This is an optimization exercise on Yosys and OpenROAD, whose aim is small area, not a production implementation.
The RTL was checked by simulation tests, not by an equivalence proof against the original design.
Power is estimated from default activity; no workload was simulated.

==> flow/design.v, too long to show whole: its modules and the start of the top module <==
// module apu_length_lut: 25 lines
// module apu_lfsr8_step: 6 lines
// module apu_add: 20 lines
// module apu_dec: 16 lines
// module apu_inc: 17 lines
// module apu_mix_tables: 1818 lines
// module apu_mixer: 76 lines
// module apu_pulse: 168 lines
// module apu_triangle: 88 lines
// module apu_noise: 130 lines
// module apu: 114 lines
module apu (
    input  wire        clk,
    input  wire        rst,           
    input  wire        tick,          
    input  wire        wr_en,         
    input  wire        wr_flag,       
    input  wire [4:0]  wr_addr,
    input  wire [7:0]  wr_data,
    input  wire [4:0]  rd_addr,
    output wire [7:0]  rd_data,
    input  wire [15:0] gain,          
    output wire        sample_valid,
    output wire [15:0] sample
);
  // ...
==> flow/run.sh <==
#!/bin/bash
# synth_recipe.tcl (not shown) runs the flow's synth.tcl, then flattens the netlist and writes it again
# the make line also repeats each setting of config.mk as NAME=value (left out here)
make -C /OpenROAD-flow-scripts/flow DESIGN_CONFIG=/design/flow/config.mk WORK_HOME=/design/flow/orfs CLKGATE_MAP_FILE= SYNTH_SCRIPT=/design/flow/synth_recipe.tcl finish
==> flow/config.mk <==
export PLATFORM = sky130hd
export DESIGN_NAME = apu
export DESIGN_NICKNAME = apu
export VERILOG_FILES = /design/flow/design.v
export SDC_FILE = /design/flow/constraint.sdc
export NUM_CORES = 4
export LEC_CHECK = 0
export CAP_MARGIN = 20
export CORE_MARGIN = 2
export CORE_UTILIZATION = 65
export PLACE_DENSITY = 0.75
export SLEW_MARGIN = 20
export SYNTH_MEMORY_MAX_BITS = 16384
==> flow/constraint.sdc <==
create_clock -name core_clock -period 28.0 [get_ports {clk}]
set_input_delay 5.6000 -clock core_clock [delete_from_list [all_inputs] [get_ports {clk}]]
set_output_delay 5.6000 -clock core_clock [all_outputs]
set_load 0.01 [all_outputs]
==> results.yml, run 1 <==
layout:
  fin_area_sq_mm: 0.0407
  final_common_cell: "nor2_1"
  clkbuf_count: 73
  num_antenna_cells: 0
  clkCellAreaFrac: 0.0479
  fin_cells: 4772
  largestClassByArea: "multi-input combinational cells"
  register_area_sq_mm: 0.0133
global_routing:
  overflow: 0
  grt_max_degree: 76
sta:
  fmax_mhz: 49.6
min_path:
  hold_start: "u_noise.lfsr[11]$_SDFFE_PP0P_"
detailed_routing:
  dr_wl_met3_microns: 15600
synthesis:
  synth_top_family_by_area: "simple AND/OR/NAND/NOR gates"
  synthFlopType: "edfxtp_1"
run_status:
  status: "finished clean"
setup_path:
  startpoint_type: "register"
  reg2regPathDepth: 58
placement:
  dp_cells: 4665
  portBuffers: 63
  gp_congestion: 1.08
die:
  dieArea_sq_mm: 0.0601
pwr:
  swShare: 0.352
  seqPwrFrac: 0.349
  net-switching-power_w: 0.000971
  pwr-share-comb: 0.366
clock_tree:
  cts_htree_levels: 2
==> module apu_length_lut, before the edit <==
module apu_length_lut (
    input  wire [4:0] code,
    output reg  [7:0] count
);
    always @(*) begin
        case (code)
            5'd0:  count = 8'h5E;   5'd1:  count = 8'h01;    
            5'd2:  count = 8'hA0;   5'd3:  count = 8'hC0;    
            5'd4:  count = 8'h5C;   5'd5:  count = 8'hB0;    
            5'd6:  count = 8'hAC;   5'd7:  count = 8'hEC;    
            5'd8:  count = 8'hA7;   5'd9:  count = 8'h7B;    
            5'd10: count = 8'h20;   5'd11: count = 8'h5E;    
            5'd12: count = 8'h35;   5'd13: count = 8'hD7;    
            5'd14: count = 8'h2A;   5'd15: count = 8'h35;    
            5'd16: count = 8'hD7;   5'd17: count = 8'h0D;    
            5'd18: count = 8'hAA;   5'd19: count = 8'h83;    
            5'd20: count = 8'h99;   5'd21: count = 8'hA0;    
            5'd22: count = 8'h2D;   5'd23: count = 8'hA8;    
            5'd24: count = 8'h64;   5'd25: count = 8'hAA;    
            5'd26: count = 8'h44;   5'd27: count = 8'h2A;    
            5'd28: count = 8'h0D;   5'd29: count = 8'h8A;    
            5'd30: count = 8'hF8;   default: count = 8'hE2;  
        endcase
    end
endmodule
==> module apu_pulse, before the edit <==
module apu_pulse #(
    parameter ID = 0               
) (
    input  wire        clk,
    input  wire        rst,
    input  wire        tick,
    input  wire        quarter,      
    input  wire        half,         
    input  wire        wr,           
    input  wire [1:0]  wr_reg,
    input  wire [7:0]  wr_data,
    input  wire [7:0]  len_load,     
    input  wire [7:0]  reg_ctl,      
    input  wire [7:0]  reg_sw,       
    input  wire [7:0]  reg_lo,       
    input  wire [7:0]  reg_hi,       
    input  wire        en_wr,        
    input  wire        en_val,
    output reg  [3:0]  level
);
    wire [1:0] duty      = reg_ctl[7:6];
    wire       len_halt  = reg_ctl[5];
    wire       env_loop  = reg_ctl[5];
    wire       env_const = reg_ctl[4];
    wire [3:0] env_vol   = reg_ctl[3:0];
    wire       sw_en     = reg_sw[7];
    wire [2:0] sw_period = reg_sw[6:4];
    wire       sw_neg    = reg_sw[3];
    wire [2:0] sw_shift  = reg_sw[2:0];
    reg        enabled;
    reg [10:0] raw;                  
    reg [10:0] timer_cnt;
    reg [2:0]  seq;
    reg [7:0]  len_cnt;              
    reg        env_start;
    reg [3:0]  env_decay;
    reg [3:0]  env_cnt;              
    reg [2:0]  sw_cnt;               
    wire [10:0] sw_delta = raw >> sw_shift;
    wire [10:0] sw_tgt;
    wire        sw_co;
    apu_add #(.W(11)) u_sw (
        .a(raw), .b(sw_delta ^ {11{sw_neg}}), .ci(sw_neg && (ID == 0)),
        .s(sw_tgt), .co(sw_co)
    );
    wire sw_fail = (sw_co ^ sw_neg) || (sw_tgt[10:3] == 8'd0);
    wire [10:0] timer_dec;
    apu_dec #(.W(11)) u_tdec (.a(timer_cnt), .s(timer_dec));
    wire [2:0] seq_inc;
    apu_inc #(.W(3)) u_seq (.a(seq), .ci(1'b1), .s(seq_inc));
    wire [3:0] decay_dec, envc_dec;
    apu_dec #(.W(4)) u_ddec (.a(env_decay), .s(decay_dec));
    apu_dec #(.W(4)) u_edec (.a(env_cnt), .s(envc_dec));
    wire [2:0] swc_dec;
    apu_dec #(.W(3)) u_sdec (.a(sw_cnt), .s(swc_dec));
    wire [7:0] len_step;
    apu_lfsr8_step u_lstep (.s(len_cnt), .n(len_step));
    reg        t_enabled;
    reg [10:0] t_raw;
    reg [10:0] t_timer_cnt;
    reg [2:0]  t_seq;
    reg [7:0]  t_len_cnt;
    reg        t_env_start;
    reg [3:0]  t_env_decay, t_env_cnt;
    reg [2:0]  t_sw_cnt;
    always @(*) begin
        t_enabled   = enabled;
        t_raw       = raw;
        t_timer_cnt = timer_cnt;
        t_seq       = seq;
        t_len_cnt   = len_cnt;
        t_env_start = env_start;
        t_env_decay = env_decay;
        t_env_cnt   = env_cnt;
        t_sw_cnt    = sw_cnt;
        if (tick) begin
            if (quarter) begin
                if (env_start) begin
                    t_env_start = 1'b0;
                    t_env_decay = 4'd15;
                    t_env_cnt   = env_vol;
                end else if (env_cnt == 4'd0) begin
                    t_env_cnt = env_vol;
                    if (env_decay != 4'd0)
                        t_env_decay = decay_dec;
                    else if (env_loop)
                        t_env_decay = 4'd15;
                end else begin
                    t_env_cnt = envc_dec;
                end
            end
            if (half) begin
                if (!len_halt && len_cnt != 8'd0)
                    t_len_cnt = len_step;
                if (sw_en) begin
                    if (sw_cnt == 3'd0) begin
                        t_sw_cnt = sw_period;
                        if (sw_fail)
                            t_enabled = 1'b0;
                        else
                            t_raw = sw_tgt;
                    end else begin
                        t_sw_cnt = swc_dec;
                    end
                end
            end
            if (timer_cnt == 11'd0) begin
                t_timer_cnt = t_raw;
                t_seq       = seq_inc;
            end else begin
                t_timer_cnt = timer_dec;
            end
        end
    end
    reg duty_bit;
    always @(*) begin
        case (duty)
            2'd0: duty_bit = (t_seq == 3'd1);
            2'd1: duty_bit = (t_seq == 3'd1) || (t_seq == 3'd2);
            2'd2: duty_bit = (t_seq >= 3'd1) && (t_seq <= 3'd4);
            default: duty_bit = !((t_seq == 3'd1) || (t_seq == 3'd2));
        endcase
        if (!t_enabled || t_len_cnt == 8'd0 || t_raw[10:3] == 8'd0 || !duty_bit)
            level = 4'd0;
        else
            level = env_const ? env_vol : t_env_decay;
    end
    always @(posedge clk) begin
        env_cnt <= t_env_cnt;
        sw_cnt  <= t_sw_cnt;
        if (wr && wr_reg == 2'd1)
            sw_cnt <= wr_data[6:4];
        if (rst) begin
            enabled   <= 1'b0;
            raw       <= 11'd0;
            timer_cnt <= 11'd0;
            seq       <= 3'd0;
            len_cnt   <= 8'd0;
            env_start <= 1'b0;
            env_decay <= 4'd0;
        end else begin
            enabled   <= t_enabled;
            raw       <= t_raw;
            timer_cnt <= t_timer_cnt;
            seq       <= t_seq;
            len_cnt   <= t_len_cnt;
            env_start <= t_env_start;
            env_decay <= t_env_decay;
            if (en_wr)
                enabled <= en_val;
            if (wr) begin
                case (wr_reg)
                    2'd0: env_start <= 1'b1;
                    2'd1: ;
                    2'd2: begin
                        raw       <= {reg_hi[2:0], wr_data};
                        timer_cnt <= {reg_hi[2:0], wr_data};
                    end
                    default: begin
                        raw       <= {wr_data[2:0], reg_lo};
                        timer_cnt <= {wr_data[2:0], reg_lo};
                        len_cnt   <= len_load;
                    end
                endcase
            end
        end
    end
endmodule
==> module apu_triangle, before the edit <==
module apu_triangle (
    input  wire        clk,
    input  wire        rst,
    input  wire        tick,
    input  wire        quarter,
    input  wire        half,
    input  wire        wr,           
    input  wire [1:0]  wr_reg,       
    input  wire [7:0]  wr_data,
    input  wire [7:0]  len_load,     
    input  wire [7:0]  reg_ctrl,     
    input  wire [7:0]  reg_lo,       
    input  wire [7:0]  reg_hi,       
    input  wire        enabled,      
    output reg  [3:0]  level
);
    wire        halt = reg_ctrl[7];
    wire [10:0] raw  = {reg_hi[2:0], reg_lo};
    reg [10:0] timer_cnt;
    reg [4:0]  seq;
    reg [7:0]  len_cnt;              
    reg [6:0]  lin_cnt;
    wire [10:0] timer_dec, mid_dec;
    reg  [10:0] mid_cnt;
    apu_dec #(.W(11)) u_tdec (.a(timer_cnt), .s(timer_dec));
    apu_dec #(.W(11)) u_mdec (.a(mid_cnt), .s(mid_dec));
    wire [6:0] lin_dec;
    apu_dec #(.W(7)) u_ldec (.a(lin_cnt), .s(lin_dec));
    wire [7:0] len_step;
    apu_lfsr8_step u_lstep (.s(len_cnt), .n(len_step));
    wire       tz = (timer_cnt == 11'd0);
    wire       mz = (mid_cnt == 11'd0);
    wire [1:0] seq_add = {tz & mz, tz ^ mz};
    wire [4:0] seq_sum;
    apu_add #(.W(5)) u_seq (.a(seq), .b({3'd0, seq_add}), .ci(1'b0), .s(seq_sum), .co());
    reg [10:0] t_timer_cnt;
    reg [4:0]  t_seq;
    reg [7:0]  t_len_cnt;
    reg [6:0]  t_lin_cnt;
    always @(*) begin
        mid_cnt     = tz ? raw : timer_dec;
        t_timer_cnt = timer_cnt;
        t_seq       = seq;
        t_len_cnt   = len_cnt;
        t_lin_cnt   = lin_cnt;
        if (tick) begin
            if (quarter && !halt && lin_cnt != 7'd0)
                t_lin_cnt = lin_dec;
            if (half && !halt && len_cnt != 8'd0)
                t_len_cnt = len_step;
            t_timer_cnt = mz ? raw : mid_dec;
            t_seq       = seq_sum;
        end
    end
    always @(*) begin
        if (!enabled || t_len_cnt == 8'd0 || t_lin_cnt == 7'd0)
            level = 4'd0;
        else if (t_seq[4])
            level = t_seq[3:0];
        else
            level = ~t_seq[3:0];
    end
    always @(posedge clk) begin
        if (rst) begin
            timer_cnt <= 11'd0;
            seq       <= 5'd0;
            len_cnt   <= 8'd0;
            lin_cnt   <= 7'd0;
        end else begin
            timer_cnt <= t_timer_cnt;
            seq       <= t_seq;
            len_cnt   <= t_len_cnt;
            lin_cnt   <= t_lin_cnt;
            if (wr) begin
                case (wr_reg)
                    2'd0: lin_cnt <= wr_data[6:0];
                    2'd2: timer_cnt <= {reg_hi[2:0], wr_data};
                    2'd3: begin
                        timer_cnt <= {wr_data[2:0], reg_lo};
                        len_cnt   <= len_load;
                        lin_cnt   <= reg_ctrl[6:0];
                    end
                    default: ;
                endcase
            end
        end
    end
endmodule
==> module apu_noise, before the edit <==
module apu_noise (
    input  wire        clk,
    input  wire        rst,
    input  wire        tick,
    input  wire        quarter,
    input  wire        half,
    input  wire        wr,           
    input  wire [1:0]  wr_reg,       
    input  wire [7:0]  wr_data,
    input  wire [7:0]  len_load,     
    input  wire [7:0]  reg_ctl,      
    input  wire [7:0]  reg_mode,     
    input  wire        enabled,      
    output reg  [3:0]  level
);
    wire       len_halt  = reg_ctl[5];
    wire       env_loop  = reg_ctl[5];
    wire       env_const = reg_ctl[4];
    wire [3:0] env_vol   = reg_ctl[3:0];
    wire       mode      = reg_mode[7];
    reg        period_set;
    reg [11:0] timer_cnt;            
    reg [14:0] lfsr;
    reg [7:0]  len_cnt;              
    reg        env_start;
    reg [3:0]  env_decay;
    reg [3:0]  env_cnt;              
    function [11:0] noise_state(input [3:0] idx);
        case (idx)
            4'd0:  noise_state = 12'hF00;    
            4'd1:  noise_state = 12'h3F0;    
            4'd2:  noise_state = 12'h073;    
            4'd3:  noise_state = 12'h387;    
            4'd4:  noise_state = 12'h3DF;    
            4'd5:  noise_state = 12'h834;    
            4'd6:  noise_state = 12'hA0F;    
            4'd7:  noise_state = 12'h318;    
            4'd8:  noise_state = 12'hBF1;    
            4'd9:  noise_state = 12'h132;    
            4'd10: noise_state = 12'h10E;    
            4'd11: noise_state = 12'h476;    
            4'd12: noise_state = 12'hF2F;    
            4'd13: noise_state = 12'h0AE;    
            4'd14: noise_state = 12'h95C;    
            default: noise_state = 12'h9CB;  
        endcase
    endfunction
    wire [11:0] timer_period = period_set ? noise_state(reg_mode[3:0]) : 12'd0;
    wire [11:0] timer_step   = {timer_cnt[10:0],
                                ~(timer_cnt[11] ^ timer_cnt[5] ^ timer_cnt[3] ^ timer_cnt[0])};
    wire [7:0]  len_step;
    apu_lfsr8_step u_lstep (.s(len_cnt), .n(len_step));
    wire [3:0]  decay_dec, envc_dec;
    apu_dec #(.W(4)) u_ddec (.a(env_decay), .s(decay_dec));
    apu_dec #(.W(4)) u_edec (.a(env_cnt), .s(envc_dec));
    reg [11:0] t_timer_cnt;
    reg [14:0] t_lfsr;
    reg [7:0]  t_len_cnt;
    reg        t_env_start;
    reg [3:0]  t_env_decay, t_env_cnt;
    reg        fb;
    always @(*) begin
        t_timer_cnt = timer_cnt;
        t_lfsr      = lfsr;
        t_len_cnt   = len_cnt;
        t_env_start = env_start;
        t_env_decay = env_decay;
        t_env_cnt   = env_cnt;
        fb          = lfsr[0] ^ (mode ? lfsr[6] : lfsr[1]);
        if (tick) begin
            if (quarter) begin
                if (env_start) begin
                    t_env_start = 1'b0;
                    t_env_decay = 4'd15;
                    t_env_cnt   = env_vol;
                end else if (env_cnt == 4'd0) begin
                    t_env_cnt = env_vol;
                    if (env_decay != 4'd0)
                        t_env_decay = decay_dec;
                    else if (env_loop)
                        t_env_decay = 4'd15;
                end else begin
                    t_env_cnt = envc_dec;
                end
            end
            if (half && !len_halt && len_cnt != 8'd0)
                t_len_cnt = len_step;
            if (timer_cnt == 12'd0) begin
                t_timer_cnt = timer_period;
                t_lfsr      = {fb, lfsr[14:1]};
            end else begin
                t_timer_cnt = timer_step;
            end
        end
    end
    always @(*) begin
        if (!enabled || t_len_cnt == 8'd0 || t_lfsr[0])
            level = 4'd0;
        else
            level = env_const ? env_vol : t_env_decay;
    end
    always @(posedge clk) begin
        env_cnt <= t_env_cnt;
        if (rst) begin
            period_set   <= 1'b0;
            timer_cnt    <= 12'd0;
            lfsr         <= 15'h4000;
            len_cnt      <= 8'd0;
            env_start    <= 1'b0;
            env_decay    <= 4'd0;
        end else begin
            timer_cnt <= t_timer_cnt;
            lfsr      <= t_lfsr;
            len_cnt   <= t_len_cnt;
            env_start <= t_env_start;
            env_decay <= t_env_decay;
            if (wr) begin
                case (wr_reg)
                    2'd0: env_start <= 1'b1;
                    2'd2: begin
                        period_set <= 1'b1;
                        timer_cnt  <= noise_state(wr_data[3:0]);
                    end
                    2'd3: len_cnt <= len_load;
                    default: ;
                endcase
            end
        end
    end
endmodule
==> module apu, before the edit <==
module apu (
    input  wire        clk,
    input  wire        rst,           
    input  wire        tick,          
    input  wire        wr_en,         
    input  wire        wr_flag,       
    input  wire [4:0]  wr_addr,
    input  wire [7:0]  wr_data,
    input  wire [4:0]  rd_addr,
    output wire [7:0]  rd_data,
    input  wire [15:0] gain,          
    output wire        sample_valid,
    output wire [15:0] sample
);
    reg  [7:0] regs [0:31];
    wire [7:0] cur  = regs[wr_addr];
    wire [7:0] bit_mask = 8'd1 << wr_data[2:0];
    wire [7:0] wbyte = wr_flag ? ((cur & ~bit_mask) | (wr_data[3] ? bit_mask : 8'd0))
                               : wr_data;
    assign rd_data = regs[rd_addr];
    integer i;
    always @(posedge clk) begin
        if (rst) begin
            for (i = 0; i < 32; i = i + 1)
                regs[i] <= 8'd0;
        end else if (wr_en) begin
            regs[wr_addr] <= wbyte;
        end
    end
    reg  [14:0] fc;
    reg         fc_ge;
    wire        mode5   = regs[23][7];
    wire        fc_0    = (fc == 15'h0000);
    wire        fc_7456 = (fc == 15'h49FC);
    wire        quarter = fc_0 || (fc == 15'h5F3D) || fc_7456 || (fc == 15'h532C);
    wire        half    = fc_0 || fc_7456;
    wire        fc_wrap = mode5 ? (fc == 15'h0E7A) : fc_ge;
    wire [14:0] fc_step = {fc[13:0], ~(fc[14] ^ fc[13])};
    always @(posedge clk) begin
        if (rst) begin
            fc    <= 15'd0;
            fc_ge <= 1'b0;
        end else if (tick) begin
            fc    <= fc_wrap ? 15'd0 : fc_step;
            fc_ge <= !fc_wrap && (fc_ge || fc == 15'h3AF0);
        end
    end
    wire en_wr = wr_en && (wr_addr == 5'h15);
    wire [3:0] lvl_p0, lvl_p1, lvl_t, lvl_n;
    wire [7:0] len_load;
    apu_length_lut u_len (.code(wbyte[7:3]), .count(len_load));
    apu_pulse #(.ID(0)) u_pulse0 (
        .clk(clk), .rst(rst), .tick(tick), .quarter(quarter), .half(half),
        .wr(wr_en && wr_addr[4:2] == 3'b000), .wr_reg(wr_addr[1:0]), .wr_data(wbyte),
        .len_load(len_load),
        .reg_ctl(regs[0]), .reg_sw(regs[1]), .reg_lo(regs[2]), .reg_hi(regs[3]),
        .en_wr(en_wr), .en_val(wbyte[0]), .level(lvl_p0)
    );
    apu_pulse #(.ID(1)) u_pulse1 (
        .clk(clk), .rst(rst), .tick(tick), .quarter(quarter), .half(half),
        .wr(wr_en && wr_addr[4:2] == 3'b001), .wr_reg(wr_addr[1:0]), .wr_data(wbyte),
        .len_load(len_load),
        .reg_ctl(regs[4]), .reg_sw(regs[5]), .reg_lo(regs[6]), .reg_hi(regs[7]),
        .en_wr(en_wr), .en_val(wbyte[1]), .level(lvl_p1)
    );
    apu_triangle u_tri (
        .clk(clk), .rst(rst), .tick(tick), .quarter(quarter), .half(half),
        .wr(wr_en && wr_addr[4:2] == 3'b010), .wr_reg(wr_addr[1:0]), .wr_data(wbyte),
        .len_load(len_load),
        .reg_ctrl(regs[8]), .reg_lo(regs[10]), .reg_hi(regs[11]),
        .enabled(regs[21][2]), .level(lvl_t)
    );
    apu_noise u_noise (
        .clk(clk), .rst(rst), .tick(tick), .quarter(quarter), .half(half),
        .wr(wr_en && wr_addr[4:2] == 3'b011), .wr_reg(wr_addr[1:0]), .wr_data(wbyte),
        .len_load(len_load),
        .reg_ctl(regs[12]), .reg_mode(regs[14]),
        .enabled(regs[21][3]), .level(lvl_n)
    );
    reg  [4:0]  sc;
    reg  [6:0]  eh;
    reg  [7:0]  el;
    wire [7:0]  el_sum;
    wire        el_co;
    apu_add #(.W(8)) u_el (.a(el), .b(8'd145), .ci(1'b0), .s(el_sum), .co(el_co));
    wire [6:0]  eh_sum;
    wire        eh_co;
    apu_add #(.W(7)) u_eh (.a(eh), .b(7'd44), .ci(el_co), .s(eh_sum), .co(eh_co));
    wire [6:0]  eh_red;
    wire        eh_red_co;
    apu_add #(.W(7)) u_ehr (.a(eh_sum), .b(~7'd125), .ci(1'b1), .s(eh_red), .co(eh_red_co));
    wire        e_wrap = eh_co || eh_red_co;
    wire        due    = (sc == 5'h1E) || (sc == 5'h0F && e_wrap);
    always @(posedge clk) begin
        if (rst) begin
            sc <= 5'd0;
            eh <= 7'd0;
            el <= 8'd0;
        end else if (tick) begin
            if (due) begin
                sc <= 5'd0;
                eh <= e_wrap ? eh_red : eh_sum;
                el <= el_sum;
            end else begin
                sc <= {sc[3:0], ~(sc[4] ^ sc[2])};
            end
        end
    end
    apu_mixer u_mixer (
        .clk(clk), .rst(rst), .start(tick && due),
        .p0(lvl_p0), .p1(lvl_p1), .t(lvl_t), .n(lvl_n),
        .gain(gain), .sample_valid(sample_valid), .sample(sample)
    );
endmodule
==> run 2: changes to the inputs <==
--- a/flow/design.v
+++ b/flow/design.v
@@ -6,18 +6,18 @@
         case (code)
-            5'd0:  count = 8'h5E;   5'd1:  count = 8'h01;    
-            5'd2:  count = 8'hA0;   5'd3:  count = 8'hC0;    
-            5'd4:  count = 8'h5C;   5'd5:  count = 8'hB0;    
-            5'd6:  count = 8'hAC;   5'd7:  count = 8'hEC;    
-            5'd8:  count = 8'hA7;   5'd9:  count = 8'h7B;    
-            5'd10: count = 8'h20;   5'd11: count = 8'h5E;    
-            5'd12: count = 8'h35;   5'd13: count = 8'hD7;    
-            5'd14: count = 8'h2A;   5'd15: count = 8'h35;    
-            5'd16: count = 8'hD7;   5'd17: count = 8'h0D;    
-            5'd18: count = 8'hAA;   5'd19: count = 8'h83;    
-            5'd20: count = 8'h99;   5'd21: count = 8'hA0;    
-            5'd22: count = 8'h2D;   5'd23: count = 8'hA8;    
-            5'd24: count = 8'h64;   5'd25: count = 8'hAA;    
-            5'd26: count = 8'h44;   5'd27: count = 8'h2A;    
-            5'd28: count = 8'h0D;   5'd29: count = 8'h8A;    
-            5'd30: count = 8'hF8;   default: count = 8'hE2;  
+            5'd0:  count = 8'd10;   5'd1:  count = 8'd254;
+            5'd2:  count = 8'd20;   5'd3:  count = 8'd2;
+            5'd4:  count = 8'd40;   5'd5:  count = 8'd4;
+            5'd6:  count = 8'd80;   5'd7:  count = 8'd6;
+            5'd8:  count = 8'd160;  5'd9:  count = 8'd8;
+            5'd10: count = 8'd60;   5'd11: count = 8'd10;
+            5'd12: count = 8'd14;   5'd13: count = 8'd12;
+            5'd14: count = 8'd26;   5'd15: count = 8'd14;
+            5'd16: count = 8'd12;   5'd17: count = 8'd16;
+            5'd18: count = 8'd24;   5'd19: count = 8'd18;
+            5'd20: count = 8'd48;   5'd21: count = 8'd20;
+            5'd22: count = 8'd96;   5'd23: count = 8'd22;
+            5'd24: count = 8'd192;  5'd25: count = 8'd24;
+            5'd26: count = 8'd72;   5'd27: count = 8'd26;
+            5'd28: count = 8'd16;   5'd29: count = 8'd28;
+            5'd30: count = 8'd32;   default: count = 8'd30;
         endcase
@@ -25,8 +25,2 @@
 endmodule
-module apu_lfsr8_step (
-    input  wire [7:0] s,
-    output wire [7:0] n
-);
-    assign n = {s[6:0], ~(s[7] ^ s[5] ^ s[4] ^ s[3])};
-endmodule
 module apu_add #(
@@ -2011,3 +2005,3 @@
     reg [2:0]  seq;
-    reg [7:0]  len_cnt;              
+    reg [7:0]  len_cnt;
     reg        env_start;
@@ -2034,6 +2028,6 @@
     wire [7:0] len_step;
-    apu_lfsr8_step u_lstep (.s(len_cnt), .n(len_step));
+    apu_dec #(.W(8)) u_lstep (.a(len_cnt), .s(len_step));
+    reg [10:0] t_timer_cnt;
     reg        t_enabled;
     reg [10:0] t_raw;
-    reg [10:0] t_timer_cnt;
     reg [2:0]  t_seq;
@@ -2046,3 +2040,2 @@
         t_raw       = raw;
-        t_timer_cnt = timer_cnt;
         t_seq       = seq;
@@ -2055,15 +2048,8 @@
             if (quarter) begin
-                if (env_start) begin
-                    t_env_start = 1'b0;
+                t_env_start = 1'b0;
+                t_env_cnt   = (env_start || env_cnt == 4'd0) ? env_vol : envc_dec;
+                if (env_start)
                     t_env_decay = 4'd15;
-                    t_env_cnt   = env_vol;
-                end else if (env_cnt == 4'd0) begin
-                    t_env_cnt = env_vol;
-                    if (env_decay != 4'd0)
-                        t_env_decay = decay_dec;
-                    else if (env_loop)
-                        t_env_decay = 4'd15;
-                end else begin
-                    t_env_cnt = envc_dec;
-                end
+                else if (env_cnt == 4'd0 && (env_decay != 4'd0 || env_loop))
+                    t_env_decay = decay_dec;
             end
@@ -2084,10 +2070,17 @@
             end
-            if (timer_cnt == 11'd0) begin
-                t_timer_cnt = t_raw;
-                t_seq       = seq_inc;
-            end else begin
-                t_timer_cnt = timer_dec;
-            end
+            if (timer_cnt == 11'd0)
+                t_seq = seq_inc;
         end
     end
+    wire        wr_per   = wr && wr_reg[1];
+    wire [10:0] raw_next = !wr_per ? t_raw : wr_reg[0] ? {wr_data[2:0], reg_lo}
+                                                       : {reg_hi[2:0], wr_data};
+    always @(*) begin
+        if (wr_per || (tick && timer_cnt == 11'd0))
+            t_timer_cnt = raw_next;
+        else if (tick)
+            t_timer_cnt = timer_dec;
+        else
+            t_timer_cnt = timer_cnt;
+    end
     reg duty_bit;
@@ -2120,3 +2113,3 @@
             enabled   <= t_enabled;
-            raw       <= t_raw;
+            raw       <= raw_next;
             timer_cnt <= t_timer_cnt;
@@ -2128,17 +2121,6 @@
                 enabled <= en_val;
-            if (wr) begin
-                case (wr_reg)
-                    2'd0: env_start <= 1'b1;
-                    2'd1: ;
-                    2'd2: begin
-                        raw       <= {reg_hi[2:0], wr_data};
-                        timer_cnt <= {reg_hi[2:0], wr_data};
-                    end
-                    default: begin
-                        raw       <= {wr_data[2:0], reg_lo};
-                        timer_cnt <= {wr_data[2:0], reg_lo};
-                        len_cnt   <= len_load;
-                    end
-                endcase
-            end
+            if (wr && wr_reg == 2'd0)
+                env_start <= 1'b1;
+            if (wr && wr_reg == 2'd3)
+                len_cnt <= len_load;
         end
@@ -2164,10 +2146,10 @@
     wire [10:0] raw  = {reg_hi[2:0], reg_lo};
-    reg [10:0] timer_cnt;
+    reg [10:0] up_cnt;               
     reg [4:0]  seq;
-    reg [7:0]  len_cnt;              
+    reg [7:0]  len_cnt;
     reg [6:0]  lin_cnt;
-    wire [10:0] timer_dec, mid_dec;
-    reg  [10:0] mid_cnt;
-    apu_dec #(.W(11)) u_tdec (.a(timer_cnt), .s(timer_dec));
-    apu_dec #(.W(11)) u_mdec (.a(mid_cnt), .s(mid_dec));
+    wire [10:0] up_inc, up_inc2;
+    apu_inc #(.W(11)) u_inc1 (.a(up_cnt), .ci(1'b1), .s(up_inc));
+    apu_inc #(.W(10)) u_inc2 (.a(up_cnt[10:1]), .ci(1'b1), .s(up_inc2[10:1]));
+    assign up_inc2[0] = up_cnt[0];
     wire [6:0] lin_dec;
@@ -2175,9 +2157,11 @@
     wire [7:0] len_step;
-    apu_lfsr8_step u_lstep (.s(len_cnt), .n(len_step));
-    wire       tz = (timer_cnt == 11'd0);
-    wire       mz = (mid_cnt == 11'd0);
-    wire [1:0] seq_add = {tz & mz, tz ^ mz};
+    apu_dec #(.W(8)) u_lstep (.a(len_cnt), .s(len_step));
+    wire       eq0 = (up_cnt == raw);            
+    wire       eq1 = (up_inc == raw);            
+    wire       rz  = (raw == 11'd0);
+    wire [1:0] seq_add = {eq0 & rz, (eq0 & !rz) | (!eq0 & eq1)};
     wire [4:0] seq_sum;
     apu_add #(.W(5)) u_seq (.a(seq), .b({3'd0, seq_add}), .ci(1'b0), .s(seq_sum), .co());
-    reg [10:0] t_timer_cnt;
+    wire [10:0] up_next = eq0 ? {10'd0, !rz} : eq1 ? 11'd0 : up_inc2;
+    reg [10:0] t_up_cnt;
     reg [4:0]  t_seq;
@@ -2186,7 +2170,6 @@
     always @(*) begin
-        mid_cnt     = tz ? raw : timer_dec;
-        t_timer_cnt = timer_cnt;
-        t_seq       = seq;
-        t_len_cnt   = len_cnt;
-        t_lin_cnt   = lin_cnt;
+        t_up_cnt  = up_cnt;
+        t_seq     = seq;
+        t_len_cnt = len_cnt;
+        t_lin_cnt = lin_cnt;
         if (tick) begin
@@ -2196,4 +2179,4 @@
                 t_len_cnt = len_step;
-            t_timer_cnt = mz ? raw : mid_dec;
-            t_seq       = seq_sum;
+            t_up_cnt = up_next;
+            t_seq    = seq_sum;
         end
@@ -2210,11 +2193,11 @@
         if (rst) begin
-            timer_cnt <= 11'd0;
-            seq       <= 5'd0;
-            len_cnt   <= 8'd0;
-            lin_cnt   <= 7'd0;
+            up_cnt  <= 11'd0;
+            seq     <= 5'd0;
+            len_cnt <= 8'd0;
+            lin_cnt <= 7'd0;
         end else begin
-            timer_cnt <= t_timer_cnt;
-            seq       <= t_seq;
-            len_cnt   <= t_len_cnt;
-            lin_cnt   <= t_lin_cnt;
+            up_cnt  <= t_up_cnt;
+            seq     <= t_seq;
+            len_cnt <= t_len_cnt;
+            lin_cnt <= t_lin_cnt;
             if (wr) begin
@@ -2222,7 +2205,7 @@
                     2'd0: lin_cnt <= wr_data[6:0];
-                    2'd2: timer_cnt <= {reg_hi[2:0], wr_data};
+                    2'd2: up_cnt  <= 11'd0;
                     2'd3: begin
-                        timer_cnt <= {wr_data[2:0], reg_lo};
-                        len_cnt   <= len_load;
-                        lin_cnt   <= reg_ctrl[6:0];
+                        up_cnt  <= 11'd0;
+                        len_cnt <= len_load;
+                        lin_cnt <= reg_ctrl[6:0];
                     end
@@ -2255,5 +2238,5 @@
     reg        period_set;
-    reg [11:0] timer_cnt;            
+    reg [11:0] timer_cnt;
     reg [14:0] lfsr;
-    reg [7:0]  len_cnt;              
+    reg [7:0]  len_cnt;
     reg        env_start;
@@ -2261,27 +2244,30 @@
     reg [3:0]  env_cnt;              
-    function [11:0] noise_state(input [3:0] idx);
+    function [11:0] noise_period(input [3:0] idx);
         case (idx)
-            4'd0:  noise_state = 12'hF00;    
-            4'd1:  noise_state = 12'h3F0;    
-            4'd2:  noise_state = 12'h073;    
-            4'd3:  noise_state = 12'h387;    
-            4'd4:  noise_state = 12'h3DF;    
-            4'd5:  noise_state = 12'h834;    
-            4'd6:  noise_state = 12'hA0F;    
-            4'd7:  noise_state = 12'h318;    
-            4'd8:  noise_state = 12'hBF1;    
-            4'd9:  noise_state = 12'h132;    
-            4'd10: noise_state = 12'h10E;    
-            4'd11: noise_state = 12'h476;    
-            4'd12: noise_state = 12'hF2F;    
-            4'd13: noise_state = 12'h0AE;    
-            4'd14: noise_state = 12'h95C;    
-            default: noise_state = 12'h9CB;  
+            4'd0:  noise_period = 12'd4;
+            4'd1:  noise_period = 12'd8;
+            4'd2:  noise_period = 12'd16;
+            4'd3:  noise_period = 12'd32;
+            4'd4:  noise_period = 12'd64;
+            4'd5:  noise_period = 12'd96;
+            4'd6:  noise_period = 12'd128;
+            4'd7:  noise_period = 12'd160;
+            4'd8:  noise_period = 12'd202;
+            4'd9:  noise_period = 12'd254;
+            4'd10: noise_period = 12'd380;
+            4'd11: noise_period = 12'd508;
+            4'd12: noise_period = 12'd762;
+            4'd13: noise_period = 12'd1016;
+            4'd14: noise_period = 12'd2034;
+            default: noise_period = 12'd4068;
         endcase
     endfunction
-    wire [11:0] timer_period = period_set ? noise_state(reg_mode[3:0]) : 12'd0;
-    wire [11:0] timer_step   = {timer_cnt[10:0],
-                                ~(timer_cnt[11] ^ timer_cnt[5] ^ timer_cnt[3] ^ timer_cnt[0])};
+    wire        wr_mode     = wr && wr_reg == 2'd2;
+    wire        period_on   = period_set || wr_mode;
+    wire [3:0]  period_idx  = wr_mode ? wr_data[3:0] : reg_mode[3:0];
+    wire [11:0] period_next = period_on ? noise_period(period_idx) : 12'd0;
+    wire [11:0] timer_step;
+    apu_dec #(.W(12)) u_tstep (.a(timer_cnt), .s(timer_step));
     wire [7:0]  len_step;
-    apu_lfsr8_step u_lstep (.s(len_cnt), .n(len_step));
+    apu_dec #(.W(8)) u_lstep (.a(len_cnt), .s(len_step));
     wire [3:0]  decay_dec, envc_dec;
@@ -2290,2 +2276,10 @@
     reg [11:0] t_timer_cnt;
+    always @(*) begin
+        if (wr_mode || (tick && timer_cnt == 12'd0))
+            t_timer_cnt = period_next;
+        else if (tick)
+            t_timer_cnt = timer_step;
+        else
+            t_timer_cnt = timer_cnt;
+    end
     reg [14:0] t_lfsr;
@@ -2296,3 +2290,2 @@
     always @(*) begin
-        t_timer_cnt = timer_cnt;
         t_lfsr      = lfsr;
@@ -2305,15 +2298,8 @@
             if (quarter) begin
-                if (env_start) begin
-                    t_env_start = 1'b0;
+                t_env_start = 1'b0;
+                t_env_cnt   = (env_start || env_cnt == 4'd0) ? env_vol : envc_dec;
+                if (env_start)
                     t_env_decay = 4'd15;
-                    t_env_cnt   = env_vol;
-                end else if (env_cnt == 4'd0) begin
-                    t_env_cnt = env_vol;
-                    if (env_decay != 4'd0)
-                        t_env_decay = decay_dec;
-                    else if (env_loop)
-                        t_env_decay = 4'd15;
-                end else begin
-                    t_env_cnt = envc_dec;
-                end
+                else if (env_cnt == 4'd0 && (env_decay != 4'd0 || env_loop))
+                    t_env_decay = decay_dec;
             end
@@ -2321,8 +2307,4 @@
                 t_len_cnt = len_step;
-            if (timer_cnt == 12'd0) begin
-                t_timer_cnt = timer_period;
-                t_lfsr      = {fb, lfsr[14:1]};
-            end else begin
-                t_timer_cnt = timer_step;
-            end
+            if (timer_cnt == 12'd0)
+                t_lfsr = {fb, lfsr[14:1]};
         end
@@ -2353,6 +2335,3 @@
                     2'd0: env_start <= 1'b1;
-                    2'd2: begin
-                        period_set <= 1'b1;
-                        timer_cnt  <= noise_state(wr_data[3:0]);
-                    end
+                    2'd2: period_set <= 1'b1;
                     2'd3: len_cnt <= len_load;
@@ -2379,3 +2358,14 @@
     reg  [7:0] regs [0:31];
-    wire [7:0] cur  = regs[wr_addr];
+    wire [31:0] wsel = 32'd1 << wr_addr;     
+    wire [31:0] rsel = 32'd1 << rd_addr;     
+    reg  [7:0] cur, rd;
+    integer j;
+    always @(*) begin
+        cur = 8'd0;
+        rd  = 8'd0;
+        for (j = 0; j < 32; j = j + 1) begin
+            cur = cur | (regs[j] & {8{wsel[j]}});
+            rd  = rd  | (regs[j] & {8{rsel[j]}});
+        end
+    end
     wire [7:0] bit_mask = 8'd1 << wr_data[2:0];
@@ -2383,11 +2373,8 @@
                                : wr_data;
-    assign rd_data = regs[rd_addr];
+    assign rd_data = rd;
     integer i;
     always @(posedge clk) begin
-        if (rst) begin
-            for (i = 0; i < 32; i = i + 1)
-                regs[i] <= 8'd0;
-        end else if (wr_en) begin
-            regs[wr_addr] <= wbyte;
-        end
+        for (i = 0; i < 32; i = i + 1)
+            if (rst || (wr_en && wsel[i]))
+                regs[i] <= rst ? 8'd0 : wbyte;
     end
==> run 2 against run 1 <==
Net effect: first-iteration DRC count is 56% higher; fmax is 3.4% lower; final area is 5.6% lower; combinational power is 64% higher; critical path depth is 1 higher; sequential power is about 10% higher.
==> results.yml, run 2 <==
run_status:
  status: "finished clean"
sta:
  finalCritPeriodShare: 0.746
  hold_viol: 0
  rsz0062_at_grt: "false"
  setup_tns_ns: 0
  min_period_ns: 20.88
  timing.final.max_slew_violations: 0
  finClkSkew_ns: 0.0532
  setup_violations: 0
  fmax_mhz: 47.9
  worstMarginPinSlew_ns: 1.41
  slew_headroom: 0.0510
setup_path:
  cpMostUsedCell: "fa_1"
  r2r_slack_ns: 9.82
  worst-path-max-fanout: 4
  worstPathArrival_ns: 15.28
  startpoint_type: "register"
  critPathCaptureType: "primary output"
  path_class: "register to primary output"
  critPathSlowestCell: "o41ai_2"
  r2r_end: "u_mixer.hi[16]$_DFF_P_"
  max_stage_delay_ns: 0.59
  reg2reg_from: "regs[5][0]$_DFFE_PP_"
  reg2regPathDepth: 66
  crit_required_ns: 22.40
synthesis:
  synth_cells: 3830
  yosys_warnings: 9
  yosysMostFrequentCell: "nand2_1"
  synth_edf_count: 293
  avgSynthCellArea_sq_um: 9.16
  synth_fp_nets: 4117
  synth_seq_area_share: 0.380
  synthFlopType: "edfxtp_1"
  syn_area_sq_mm: 0.0351
  synth_seq_cells: 519
  synth_cell_types: 102
  async_flop_share: 0
  yosys-top-cells-area: "edfxtp_1 25%, dfxtp_1 13%, ha_1 5.8%"
  yosysTopAreaCellShare: 0.251
  yosysTopAreaCell: "edfxtp_1"
  yosys-top-cells-count: "377 x nand2_1, 367 x nor2_1, 293 x edfxtp_1"
die:
  row_count: 85
  core_sq_mm: 0.0536
  initial_utilization: 0.654
  fp.dieH_microns: 236
  ios: 64
  die_w_microns: 236
  dieArea_sq_mm: 0.0558
job:
  drv_cap: 0
clock_tree:
  tritoncts: "done"
  path_clk_slew_ns: 0.06
  cts_htree_levels: 2
  cts_resized: 0
  clk_latency_ns: 0.69
  clkSinkCount: 519
  cts_buffers: 55
  cts_hold_buf: 0
  clk_path_buf_depth: 3
  cts-root-buf: "clkbuf_16"
  cts_setup_buffers: 0
detailed_routing:
  viasPerCell: 7.93
  drtIter0Drc: 7500
  drc: 0
  vias: 36150
  drt-wirelength-per-cell_microns: 34.5
  dr.pass1.iters: 20
  totalWireLength_microns: 157000
  ant_nets: 0
global_routing:
  grt_pass1_vias: 34316
  overflow: 0
  grt_max_degree: 85
  antenna_found_initial: 13
  grt_usage: 0.561
  grt_first_pass_wirelength_microns: 230000
layout:
  final_common_cell: "nand2_1"
  top_regs: "regs: 256 flops, u_mixer.hi: 18 flops, u_mixer.mreg: 18 flops"
  drive_above_1_share: 0.0840
  largest_register_ffs: 256
  fin_nets: 4097
  syn_to_final_growth_pct: 9.58
  mostFrequentLayoutCells: "376 x nand2_1, 356 x nor2_1, 293 x edfxtp_1"
  fin_util: 0.717
  regMostFlops: "regs"
min_path:
  hold_start: "u_noise.lfsr[9]$_SDFFE_PP0P_"
  worstHoldPathCells: 2
  worstHoldPathType: "register to register"
  whs_endpoint: "u_noise.lfsr[9]$_SDFFE_PP0P_"
pwr:
  power_w: 0.00348
  pwr_density_cell_mw_per_mm2: 90.6
  p_leak_nw: 14.6
  worst_ir_drop_vdd_v: 0.000123
placement:
  dpl.hpwl_microns: 109000
  portBuffers: 63
  gp_congestion: 1.25
==> run 2: logic make-up (layout without fill, tap and decap cells) <==
| group | Yosys count | after routing | share of synthesized area |
|---|---|---|---|
| AO/OA/AOI/OAI | 1068 | 1068 | 0.213 |
| XOR/XNOR | 111 | 111 | 0.0277 |
| flip-flops | 519 | 519 | 0.380 |
| AND/OR/NAND/NOR | 1272 | 1272 | 0.175 |
| other | 0 | 9 | 0 |
| multiplexers | 141 | 141 | 0.0446 |
| buffers and inverters | 469 | 495 | 0.0520 |
| adder cells (fa/ha/maj) | 250 | 250 | 0.107 |
==> run 2: layout make-up <==
cell class,count,area [sq um]
antenna,9,22.5
clock buffer,72,1490
clock inverter,31,368
fill,3805,15200
inverter,221,830
multi-input combinational,2842,20100
sequential,519,13300
tap,696,871
timing repair buffer,171,1420
==> run 2: worst max path at each step <==
| stage | from | endpoint | slack, ns | cells after the start |
|---|---|---|---|---|
| 6_report | u_mixer.lo[15]$_DFF_P_ | sample[15] | 7.12 | 40 |
| 5_1_grt | u_mixer.lo[15]$_DFF_P_ | sample[15] | 6.51 | 40 |
| 3_3_place_gp | u_mixer.lo[15]$_DFF_P_ | sample[15] | 8.26 | 40 |
| 2_1_floorplan | u_mixer.lo[15]$_DFF_P_ | sample[15] | 9.22 | 39 |
| 4_1_cts | u_mixer.lo[15]$_DFF_P_ | sample[15] | 7.03 | 40 |
| 3_5_place_dp | u_mixer.lo[15]$_DFF_P_ | sample[15] | 7.72 | 40 |
==> run 2: per-stage QoR <==
stage | setup slack [ns] | hold WS (ns) | cells | instance area, sq um
detailed placement | 7.72 | 0.447 | 4444 | 36400
global placement | 8.26 | 0.437 | 4444 | 36400
finish | 7.12 | 0.455 | 4561 | 38400
CTS | 7.03 | 0.456 | 4547 | 38300
floorplan | 9.22 | 0.432 | 3830 | 35100
global route | 6.51 | 0.469 | 4554 | 38400
==> run 2: critical path, delay by kind of cell, from the launching register on <==
kind / cells / cell delay [ns]
adders and majority gates: 29 / 11.87
and+or+nand+nor: 2 / 0.40
AOI/OAI and AO/OA: 2 / 0.82
buffers and inverters: 5 / 0.82
xor gates and xnor gates: 2 / 0.35
DFF: 1 / 0.35
==> run 2: metal layers <==
| layer | global-route usage | up-vias | share of wire |
|---|---|---|---|
| li1 | - | 14257 | - |
| met1 | 0.618 | 16710 | 0.31 |
| met2 | 0.795 | 3730 | 0.40 |
| met3 | 0.305 | 1441 | 0.17 |
| met4 | 0.455 | 12 | 0.12 |
| met5 | 0.0390 | - | 0.0016 |
==> run 2: power breakdown <==
group	internal (W)	switching [W]	total [W]
logic	0.000592	0.00106	0.00166
registers	0.000940	0.000115	0.00106
clock network	0.000434	0.000334	0.000768
total	0.00197	0.00151	0.00348
==> run 3: changes to the inputs <==
==> flow/flow/run.sh (new file) <==
#!/bin/bash
# The standard layout (standard.sh, unchanged synthesis and steps), with two
# settings of the layout steps changed through the environment ORFS reads:
#  - clock tree synthesis clusters up to 10 flip-flops (within 40 um) per leaf
#    buffer, uses clkbuf_8 and adds no dummy loads;
#  - the port buffers are buf_1 cells (every input and output port still gets
#    its own buffer, as in the standard flow).
# All output of the flow goes to standard.log; ORFS keeps each step's log
# under orfs/logs.
set -euo pipefail
export CTS_ARGS="-sink_clustering_enable -repair_clock_nets -dont_use_dummy_load -sink_clustering_size 10 -sink_clustering_max_diameter 40 -buf_list {sky130_fd_sc_hd__clkbuf_8}"
export BUFFER_PORTS_ARGS="-buffer_cell sky130_fd_sc_hd__buf_1"
bash standard.sh > standard.log 2>&1
==> flow/standard.sh (new file) <==
#!/bin/bash
# synth_recipe.tcl (not shown) runs the flow's synth.tcl, then flattens the netlist and writes it again
# the make line also repeats each setting of config.mk as NAME=value (left out here)
make -C /OpenROAD-flow-scripts/flow DESIGN_CONFIG=/design/flow/config.mk WORK_HOME=/design/flow/orfs CLKGATE_MAP_FILE= SYNTH_SCRIPT=/design/flow/synth_recipe.tcl "${@:-finish}"
--- a/flow/config.mk
+++ b/flow/config.mk
@@ -9,4 +9,4 @@
 export CORE_MARGIN = 2
-export CORE_UTILIZATION = 65
-export PLACE_DENSITY = 0.75
+export CORE_UTILIZATION = 60
+export PLACE_DENSITY = 0.7
 export SLEW_MARGIN = 20
removed: flow/run.sh
==> run 3 against run 2 <==
Net effect: register-to-register slack lost 0.09 ns; final area shrank 2.5%; core utilization shrank 6.7 points; sequential share of layout area grew 0.88 points; sequential power is essentially flat; critical path type unchanged; largest cell class unchanged; largest power group unchanged.
==> results.yml, run 3 <==
run_status:
  status: "finished clean"
sta:
  finalCritPeriodShare: 0.737
  setup_violations: 0
  worstMarginPinSlew_ns: 1.29
  fmax_mhz: 48.5
  setup_slack_ns: 7.37
  slew_headroom: 0.139
  hold_viol: 0
  timing.final.max_slew_violations: 0
  rsz0062_at_grt: "false"
  min_period_ns: 20.63
  finClkSkew_ns: 0.112
  setup_tns_ns: 0
detailed_routing:
  drtIter0Drc: 7264
  drt-wirelength-per-cell_microns: 35.2
  dr.pass1.iters: 13
  totalWireLength_microns: 163000
  drc: 0
  ant_nets: 0
  wl_met2_microns: 67700
  dr_wl_met3_microns: 24700
  top_layer: "met5"
  vias: 36090
  wl_met1_microns: 51200
  viasPerCell: 7.81
pwr:
  net-switching-power_w: 0.00147
  intPower_w: 0.00172
  pwr-share-clk: 0.170
  pwr-share-comb: 0.498
  power_w: 0.00319
  pwr_density_cell_mw_per_mm2: 85.0
  p_leak_nw: 14.2
  swShare: 0.461
  seqPwrFrac: 0.332
  worst_ir_drop_vdd_v: 0.000188
global_routing:
  grt_pass1_vias: 35247
  grt_first_pass_wirelength_microns: 238000
  grt_max_degree: 79
  grt_usage: 0.540
  antenna_found_initial: 12
  overflow: 0
layout:
  fillers: 4545
  syn_to_final_growth_pct: 6.87
  drive_above_1_share: 0.0855
  regMostFlops: "regs"
  fin_nets: 4137
  fin_util: 0.650
  mostFrequentLayoutCells: "376 x nand2_1, 356 x nor2_1, 293 x edfxtp_1"
  top_regs: "regs: 256 flops, u_mixer.hi: 18 flops, u_mixer.mreg: 18 flops"
  final_common_cell: "nand2_1"
  fin_area_sq_mm: 0.0375
  largest_register_ffs: 256
synthesis:
  async_flop_share: 0
  yosys-top-cells-area: "edfxtp_1 25%, dfxtp_1 13%, ha_1 5.8%"
  synthFlopType: "edfxtp_1"
  synth_cells: 3830
  synth_edf_count: 293
  avgSynthCellArea_sq_um: 9.16
  synthAdderAreaFrac: 0.107
  synth_top_family_by_area: "compound AO/OA/AOI/OAI gates"
  synth_cell_types: 102
  synth_seq_area_share: 0.380
  yosysTopAreaCellShare: 0.251
  muxShareOfSynthArea: 0.0446
  yosysMostFrequentCell: "nand2_1"
  yosys-top-cells-count: "377 x nand2_1, 367 x nor2_1, 293 x edfxtp_1"
  synth_simple_gate_area_frac: 0.175
  syn_area_sq_mm: 0.0351
  synth_seq_cells: 519
  yosysTopAreaCell: "edfxtp_1"
  synth_fp_nets: 4117
  yosys_warnings: 9
  synthXorXnorAreaFrac: 0.0277
  synth_compound_area_frac: 0.213
setup_path:
  worstPathArrival_ns: 15.03
  critPathCaptureType: "primary output"
  critPathSlowestCell: "o41ai_1"
  startpoint_type: "register"
  crit_required_ns: 22.40
  cpMostUsedCell: "fa_1"
  max_stage_delay_ns: 0.88
  worst-path-max-fanout: 4
  path_class: "register to primary output"
job:
  drv_cap: 0
placement:
  place_ws_ns: 8.15
  dpl.hpwl_microns: 113000
  gp_congestion: 1.18
  placed_area_sq_mm: 0.0363
  portBuffers: 63
clock_tree:
  cts-root-buf: "clkbuf_8"
  cts_resized: 0
  cts_buffers: 80
  clkSinkCount: 519
  path_clk_slew_ns: 0.07
  cts_hold_buf: 0
  cts_setup_buffers: 0
  clk_path_buf_depth: 3
  clk_latency_ns: 0.75
  tritoncts: "done"
  cts_htree_levels: 3
die:
  fp.dieH_microns: 246
  row_count: 88
  die_w_microns: 246
  initial_utilization: 0.608
  core_sq_mm: 0.0577
  ios: 64
  dieArea_sq_mm: 0.0604
min_path:
  worstHoldPathType: "register to register"
==> run 3: cell counts after synthesis <==
Identical to the previous run, type by type.
==> run 3: final cells by class <==
cell class                      instances  area [sq um]  area share
Antenna cell                            8          20.0    0.000534
Clock buffer                           80          1100      0.0294
Inverter                              221           830      0.0221
Multi-Input combinational cell       2842         20100       0.535
Sequential cell                       519         13300       0.356
Tap cell                              765           957      0.0255
Timing Repair Buffer                  186          1180      0.0316
==> run 3: per-stage QoR <==
step	hold WS (ns)	std cells
floorplan	0.432	3830
global placement	0.437	4527
detailed placement	0.447	4528
CTS	0.458	4608
global route	0.477	4616
finish	0.456	4621
==> run 3: path summary, 6_finish.rpt <==
kind / cells after the start / to / slack (ns) / start
setup / recovery: 40 / sample[15] / 7.37 / u_mixer.lo[15]$_DFF_P_
hold / removal: 2 / eh[1]$_SDFFE_PP0P_ / 0.46 / eh[1]$_SDFFE_PP0P_
setup reg to reg: 67 / u_mixer.hi[15]$_DFF_P_ / 9.73 / regs[5][0]$_DFFE_PP_
hold reg to reg: 2 / eh[1]$_SDFFE_PP0P_ / 0.46 / eh[1]$_SDFFE_PP0P_
==> run 3: power by group through the flow <==
stage	Combinational, W	Sequential [W]	Clock [W]
4_1_cts	0.00149	0.00105	0.000533
6_report	0.00159	0.00106	0.000542
2_1_floorplan	0.000999	0.00101	0
3_3_place_gp	0.00142	0.00105	0
5_1_grt	0.00169	0.00106	0.000567
3_5_place_dp	0.00148	0.00106	0
==> run 3: logic make-up (layout without fill, tap and decap cells) <==
logic type | after synthesis | after routing
multiplexers | 141 | 141
buffers and inverters | 469 | 487
other | 0 | 8
flip-flops | 519 | 519
adder cells (fa/ha/maj) | 250 | 250
AO/OA/AOI/OAI | 1068 | 1068
AND/OR/NAND/NOR | 1272 | 1272
XOR/XNOR | 111 | 111
==> run 3: worst max-delay path: cells and delay by family, from the launching register on <==
| kind | cells | cell delay [ns] |
|---|---|---|
| flops | 1 | 0.34 |
| fa+ha+maj | 29 | 11.70 |
| xor+xnor | 2 | 0.37 |
| simple gates | 2 | 0.30 |
| compound gates | 2 | 1.14 |
| buf+inv | 5 | 0.45 |
==> run 3: per-layer routing <==
layer | vias up | GRT usage
met4 | 21 | 0.443
li1 | 14253 | -
met5 | - | 0.0359
met3 | 1362 | 0.256
met2 | 3522 | 0.792
met1 | 16932 | 0.590
==> run 4: changes to the inputs <==
--- a/flow/config.mk
+++ b/flow/config.mk
@@ -7,3 +7,3 @@
 export LEC_CHECK = 0
-export CAP_MARGIN = 20
+export CAP_MARGIN = 0
 export CORE_MARGIN = 2
@@ -11,3 +11,3 @@
 export PLACE_DENSITY = 0.7
-export SLEW_MARGIN = 20
+export SLEW_MARGIN = 0
 export SYNTH_MEMORY_MAX_BITS = 16384
==> run 4 against run 3 <==
Net effect: now fails the layout checks on capacitance limit, slew limit; combinational power hardly changed; cell count fell by 0.11%; sequential power hardly changed; clock power down 0.9%; wire length fell by 0.87%; fmax is 0.41% higher; sequential cell count stayed put; clock-buffer cell count fell by 1; die area unchanged; critical path type unchanged; critical endpoint unchanged; highest routed layer unchanged.
==> results.yml, run 4 <==
layout:
  regMostFlops: "regs"
  syn_to_final_growth_pct: 6.66
  fin_nets: 4133
  mostFrequentLayoutCells: "376 x nand2_1, 362 x nor2_1, 293 x edfxtp_1"
  final_common_cell: "nand2_1"
  largest_register_ffs: 256
  top_regs: "regs: 256 flops, u_mixer.hi: 18 flops, u_mixer.mreg: 18 flops"
  drive_above_1_share: 0.0827
pwr:
  worst_ir_drop_vdd_v: 0.000192
  swShare: 0.461
  pwr-share-comb: 0.499
  p_leak_nw: 14.2
  intPower_w: 0.00171
  seqPwrFrac: 0.332
  pwr_density_cell_mw_per_mm2: 84.9
  net-switching-power_w: 0.00146
  pwr-share-clk: 0.169
synthesis:
  synthFlopType: "edfxtp_1"
  syn_area_sq_mm: 0.0351
  yosysTopAreaCellShare: 0.251
  yosysMostFrequentCell: "nand2_1"
  yosys-top-cells-count: "377 x nand2_1, 367 x nor2_1, 293 x edfxtp_1"
  synth_fp_nets: 4117
  async_flop_share: 0
  synth_cells: 3830
  synth_edf_count: 293
  synth_cell_types: 102
  synth_seq_cells: 519
  avgSynthCellArea_sq_um: 9.16
  synth_seq_area_share: 0.380
  yosys_warnings: 9
  yosys-top-cells-area: "edfxtp_1 25%, dfxtp_1 13%, ha_1 5.8%"
  yosysTopAreaCell: "edfxtp_1"
sta:
  whs_ns: 0.453
  finalCritPeriodShare: 0.734
  slew_headroom: -0.126
  min_period_ns: 20.54
  timing.final.max_slew_violations: 27
  hold_viol: 0
  rsz0062_at_grt: "false"
  setup_violations: 0
  worstMarginPinSlew_ns: 1.68
  fmax_mhz: 48.7
  setup_tns_ns: 0
  finClkSkew_ns: 0.130
clock_tree:
  cts_hold_buf: 0
  clkSinkCount: 519
  tritoncts: "done"
  cts_setup_buffers: 0
  cts-root-buf: "clkbuf_8"
  clk_path_buf_depth: 3
  clk_latency_ns: 0.73
  path_clk_slew_ns: 0.06
  cts_buffers: 79
  cts_resized: 0
  cts_htree_levels: 3
die:
  core_sq_mm: 0.0577
  fp.dieH_microns: 246
  initial_utilization: 0.608
  ios: 64
  row_count: 88
  dieArea_sq_mm: 0.0604
  die_w_microns: 246
detailed_routing:
  viasPerCell: 7.80
  dr.pass1.iters: 14
  drt-wirelength-per-cell_microns: 35.0
  drc: 0
  ant_nets: 0
  drtIter0Drc: 6993
  vias: 35990
  totalWireLength_microns: 161000
setup_path:
  max_stage_delay_ns: 0.86
  path_class: "register to primary output"
  worstPathArrival_ns: 14.94
  cpMostUsedCell: "fa_1"
  worst-path-max-fanout: 4
  startpoint_type: "register"
  crit_required_ns: 22.40
  critPathCaptureType: "primary output"
  critPathSlowestCell: "o41ai_1"
placement:
  dpl.hpwl_microns: 112000
  portBuffers: 63
  gp_congestion: 1.18
global_routing:
  antenna_found_initial: 16
  grt_pass1_vias: 35034
  grt_max_degree: 79
  overflow: 0
  grt_usage: 0.537
  grt_first_pass_wirelength_microns: 236000
job:
  drv_cap: 5
run_status:
  so_faults: "capacitance limit, slew limit"
  status: "complete, but fails checks"
min_path:
  worstHoldPathType: "register to register"
[run 4: cell counts after synthesis]
No cell type changed its count.
[run 4: kinds of logic after synthesis]
kind of cell / synth area share
xor+xnor: 0.0277
mux: 0.0446
fa+ha+maj: 0.107
buf+inv: 0.0520
compound gates: 0.213
flops: 0.380
simple gates: 0.175
[run 4: worst paths after layout]
path | startpoint | end | slack, ns | cells after the start
setup / recovery | u_mixer.lo[15]$_DFF_P_ | sample[15] | 7.46 | 40
hold reg to reg | u_noise.lfsr[12]$_SDFFE_PP0P_ | u_noise.lfsr[11]$_SDFFE_PP0P_ | 0.45 | 2
setup reg to reg | regs[1][0]$_DFFE_PP_ | u_mixer.hi[15]$_DFF_P_ | 9.27 | 64
hold / removal | u_noise.lfsr[12]$_SDFFE_PP0P_ | u_noise.lfsr[11]$_SDFFE_PP0P_ | 0.45 | 2
[run 4: area by class of cell]
class                   instances  area [sq um]
fillers                      4502         20300
multi-input cells            2842         20000
flip-flops and latches        519         13300
repair buffers                183          1140
clock buffers                  79          1090
well taps                     765           957
inverters                     221           830
diodes                          7          17.5
[run 4: stage by stage]
stage / area (sq um) / setup WS (ns) / utilization / instances / total power, W
floorplan: 35100 / 9.22 / - / 3830 / 0.00201
global placement: 36300 / 8.64 / 0.628 / 4527 / 0.00247
detailed placement: 36300 / 8.17 / 0.628 / 4527 / 0.00254
CTS: 37300 / 7.40 / 0.647 / 4606 / 0.00306
global route: 37400 / 6.92 / 0.648 / 4614 / 0.00330
finish: 37400 / 7.46 / 0.648 / 4616 / 0.00318
[run 4: routing by layer]
metal | vias to the layer above | share of wire | global-route usage
li1 | 14245 | - | -
met1 | 16879 | 0.31 | 0.582
met2 | 3577 | 0.42 | 0.790
met3 | 1265 | 0.15 | 0.256
met4 | 24 | 0.11 | 0.447
met5 | - | 0.0025 | 0.0556
[run 4: power by group through the flow]
stage	registers, W	clock network [W]	logic [W]
2_1_floorplan	0.00101	0	0.000999
5_1_grt	0.00106	0.000560	0.00168
3_3_place_gp	0.00105	0	0.00142
6_report	0.00106	0.000537	0.00158
3_5_place_dp	0.00106	0	0.00148
4_1_cts	0.00104	0.000527	0.00149
[run 4: worst max-delay path: cells and delay by family, from the launching register on]
family	cells	cell delay, ns
xor gates and xnor gates	2	0.36
adders and majority gates	29	11.71
and+or+nand+nor	2	0.30
AOI/OAI and AO/OA	2	1.11
buffers and inverters	5	0.44
DFF	1	0.34
==> run 5: changes to the inputs <==
==> flow/flow/run.sh (replaced) <==
#!/bin/bash
# The standard layout (standard.sh, unchanged synthesis and steps), with two
# settings of the layout steps changed through the environment ORFS reads:
#  - clock tree synthesis clusters up to 20 flip-flops (within 60 um) per leaf
#    buffer, uses clkbuf_16 and adds no dummy loads;
#  - the port buffers are buf_1 cells (every input and output port still gets
#    its own buffer, as in the standard flow).
# All output of the flow goes to standard.log; ORFS keeps each step's log
# under orfs/logs.
set -euo pipefail
export CTS_ARGS="-sink_clustering_enable -repair_clock_nets -dont_use_dummy_load -sink_clustering_size 20 -sink_clustering_max_diameter 60 -buf_list {sky130_fd_sc_hd__clkbuf_16}"
export BUFFER_PORTS_ARGS="-buffer_cell sky130_fd_sc_hd__buf_1"
bash standard.sh > standard.log 2>&1
--- a/flow/config.mk
+++ b/flow/config.mk
@@ -7,3 +7,3 @@
 export LEC_CHECK = 0
-export CAP_MARGIN = 0
+export CAP_MARGIN = 20
 export CORE_MARGIN = 2
@@ -11,3 +11,3 @@
 export PLACE_DENSITY = 0.7
-export SLEW_MARGIN = 0
+export SLEW_MARGIN = 20
 export SYNTH_MEMORY_MAX_BITS = 16384
==> run 5 against run 4 <==
Net effect: now clean on timing, DRC and antenna; global-route usage decreased by 0.40 points; total power hardly changed; clock power shrank 0.9%; non-clock buffer count rose by 2; register-to-register slack improved by 0.32 ns; first-iteration DRC count is 5.8% lower; critical path depth stayed put; die area stayed put; largest cell class unchanged.
==> results.yml, run 5 <==
synthesis:
  synth_seq_cells: 519
  yosys-top-cells-area: "edfxtp_1 25%, dfxtp_1 13%, ha_1 5.8%"
  synth_cells: 3830
  synth_seq_area_share: 0.380
  yosysTopAreaCellShare: 0.251
  synth_fp_nets: 4117
  yosysMostFrequentCell: "nand2_1"
  yosysTopAreaCell: "edfxtp_1"
  yosys_warnings: 9
  yosys-top-cells-count: "377 x nand2_1, 367 x nor2_1, 293 x edfxtp_1"
  avgSynthCellArea_sq_um: 9.16
  syn_area_sq_mm: 0.0351
  synth_cell_types: 102
  synthFlopType: "edfxtp_1"
  async_flop_share: 0
  synth_edf_count: 293
pwr:
  swShare: 0.456
  pwr_density_cell_mw_per_mm2: 84.9
  intPower_w: 0.00173
  p_leak_nw: 14.2
  seqPwrFrac: 0.333
  pwr-share-clk: 0.168
  net-switching-power_w: 0.00145
  pwr-share-comb: 0.500
  worst_ir_drop_vdd_v: 0.000189
sta:
  rsz0062_at_grt: "false"
  hold_viol: 0
  worstMarginPinSlew_ns: 1.32
  setup_violations: 0
  finClkSkew_ns: 0.0838
  slew_headroom: 0.120
  timing.final.max_slew_violations: 0
  min_period_ns: 20.49
  setup_slack_ns: 7.51
  setup_tns_ns: 0
  fmax_mhz: 48.8
  finalCritPeriodShare: 0.732
  whs_ns: 0.460
setup_path:
  path_class: "register to primary output"
  r2r_slack_ns: 9.59
  cpMostUsedCell: "fa_1"
  critPathCaptureType: "primary output"
  worstPathArrival_ns: 14.89
  reg2regPathDepth: 65
  startpoint_type: "register"
  worst-path-max-fanout: 4
  critPathSlowestCell: "o41ai_1"
  crit_required_ns: 22.40
  max_stage_delay_ns: 0.88
layout:
  final_common_cell: "nand2_1"
  syn_to_final_growth_pct: 6.66
  drive_above_1_share: 0.0767
  mostFrequentLayoutCells: "376 x nand2_1, 356 x nor2_1, 293 x edfxtp_1"
  largest_register_ffs: 256
  fin_nets: 4097
  regMostFlops: "regs"
  fin_area_sq_mm: 0.0374
  fin_util: 0.648
  top_regs: "regs: 256 flops, u_mixer.hi: 18 flops, u_mixer.mreg: 18 flops"
clock_tree:
  cts_hold_buf: 0
  clkSinkCount: 519
  cts_htree_levels: 2
  clk_path_buf_depth: 3
  path_clk_slew_ns: 0.08
  tritoncts: "done"
  cts-root-buf: "clkbuf_16"
  cts_buffers: 41
  cts_setup_buffers: 0
  clk_latency_ns: 0.63
  cts_resized: 0
global_routing:
  grt_pass1_vias: 34916
  grt_usage: 0.533
  grt_max_degree: 79
  antenna_found_initial: 10
  overflow: 0
  grt_first_pass_wirelength_microns: 234000
die:
  fp.dieH_microns: 246
  dieArea_sq_mm: 0.0604
  ios: 64
  initial_utilization: 0.608
  core_sq_mm: 0.0577
  row_count: 88
  die_w_microns: 246
min_path:
  worstHoldPathType: "register to register"
  worstHoldPathCells: 2
placement:
  portBuffers: 63
  place_ws_ns: 8.15
  placed_area_sq_mm: 0.0363
  gp_congestion: 1.18
  dpl.hpwl_microns: 113000
detailed_routing:
  dr.pass1.iters: 13
  drc: 0
  ant_nets: 0
  vias: 35700
  totalWireLength_microns: 162000
  viasPerCell: 7.79
  drtIter0Drc: 6585
  drt-wirelength-per-cell_microns: 35.3
run_status:
  status: "finished clean"
job:
  drv_cap: 0
-- run 5: cell counts after synthesis --
Identical to the previous run, type by type.
-- run 5: power groups by stage --
stage | sequential [W] | clock, W | combinational, W
detailed placement | 0.00106 | 0 | 0.00148
global route | 0.00106 | 0.000551 | 0.00169
CTS | 0.00105 | 0.000524 | 0.00149
floorplan | 0.00101 | 0 | 0.000999
finish | 0.00106 | 0.000532 | 0.00159
global placement | 0.00105 | 0 | 0.00142
-- run 5: worst paths after layout --
kind,startpoint,endpoint
max,u_mixer.lo[15]$_DFF_P_,sample[15]
min,eh[1]$_SDFFE_PP0P_,eh[1]$_SDFFE_PP0P_
min reg2reg,eh[1]$_SDFFE_PP0P_,eh[1]$_SDFFE_PP0P_
max reg2reg,regs[5][0]$_DFFE_PP_,u_mixer.hi[15]$_DFF_P_
-- run 5: through the flow --
stage | std cells | power [W]
finish | 4580 | 0.00318
global route | 4574 | 0.00330
CTS | 4569 | 0.00306
detailed placement | 4528 | 0.00254
global placement | 4527 | 0.00247
floorplan | 3830 | 0.00201
-- run 5: kinds of logic (layout without fill, tap and decap cells) --
kind of cell | after synthesis | after routing | share of synthesized area
AND/OR/NAND/NOR | 1272 | 1272 | 0.175
AO/OA/AOI/OAI | 1068 | 1068 | 0.213
flip-flops | 519 | 519 | 0.380
buffers and inverters | 469 | 447 | 0.0520
adder cells (fa/ha/maj) | 250 | 250 | 0.107
multiplexers | 141 | 141 | 0.0446
XOR/XNOR | 111 | 111 | 0.0277
other | 0 | 7 | 0
-- run 5: final cells by class --
cell class              instances  area (sq um)
repair buffers                185          1170
inverters                     221           830
fillers                      4555         20300
well taps                     765           957
diodes                          7          17.5
multi-input cells            2842         20100
flip-flops and latches        519         13300
clock buffers                  41          1030
-- run 5: routing by layer --
layer	vias to the layer above	GRT usage	wire length, microns
met5	-	0.0114	13
met4	2	0.456	19000
met3	1276	0.228	24200
met2	3467	0.793	68100
met1	16786	0.585	50500
li1	14169	-	-
-- run 5: critical path: cells and delay by family, from the launching register on --
family	cells	cell delay [ns]
buf+inv	5	0.44
xor+xnor	2	0.36
flops	1	0.34
compound gates	2	1.14
fa+ha+maj	29	11.70
simple gates	2	0.30

==> separate check: timing with driven ports <==
The flow's constraints put no driver on any port. The routed layouts listed below were extracted and timed again, unchanged, in two steps.
Step 1, drivers: a clkbuf_16 drives clk and a buf_2 each remaining input, both assumed.
Step 2, shift: input delay + t, output delay - t, t = (earliest + latest rising clock arrival at the registers) / 2. This alone moves slack from input paths to output paths.
Three values: no drivers, after step 1, after step 2; two values: the first two.
| run | shift t [ns] | setup WS [ns] | worst setup path after step 2 | clock arrival spread, ns | slew at the worst register clock pin (ns) |
|---|---|---|---|---|---|
| run 1 | 0.679 | 7.833 / 7.763 / 8.442 | register to output | 0.045 / 0.045 | 0.07 / 0.07 |
| run 2 | 0.728 | 7.123 / 7.059 / 7.787 | register to output | 0.053 / 0.054 | 0.07 / 0.07 |
| run 3 | 0.753 | 7.374 / 7.307 / 8.060 | register to output | 0.126 / 0.126 | 0.08 / 0.08 |
| run 4 | 0.733 | 7.458 / 7.394 / 8.126 | register to output | 0.140 / 0.139 | 0.08 / 0.08 |
| run 5 | 0.662 | 7.515 / 7.434 / 8.097 | register to output | 0.087 / 0.087 | 0.09 / 0.09 |
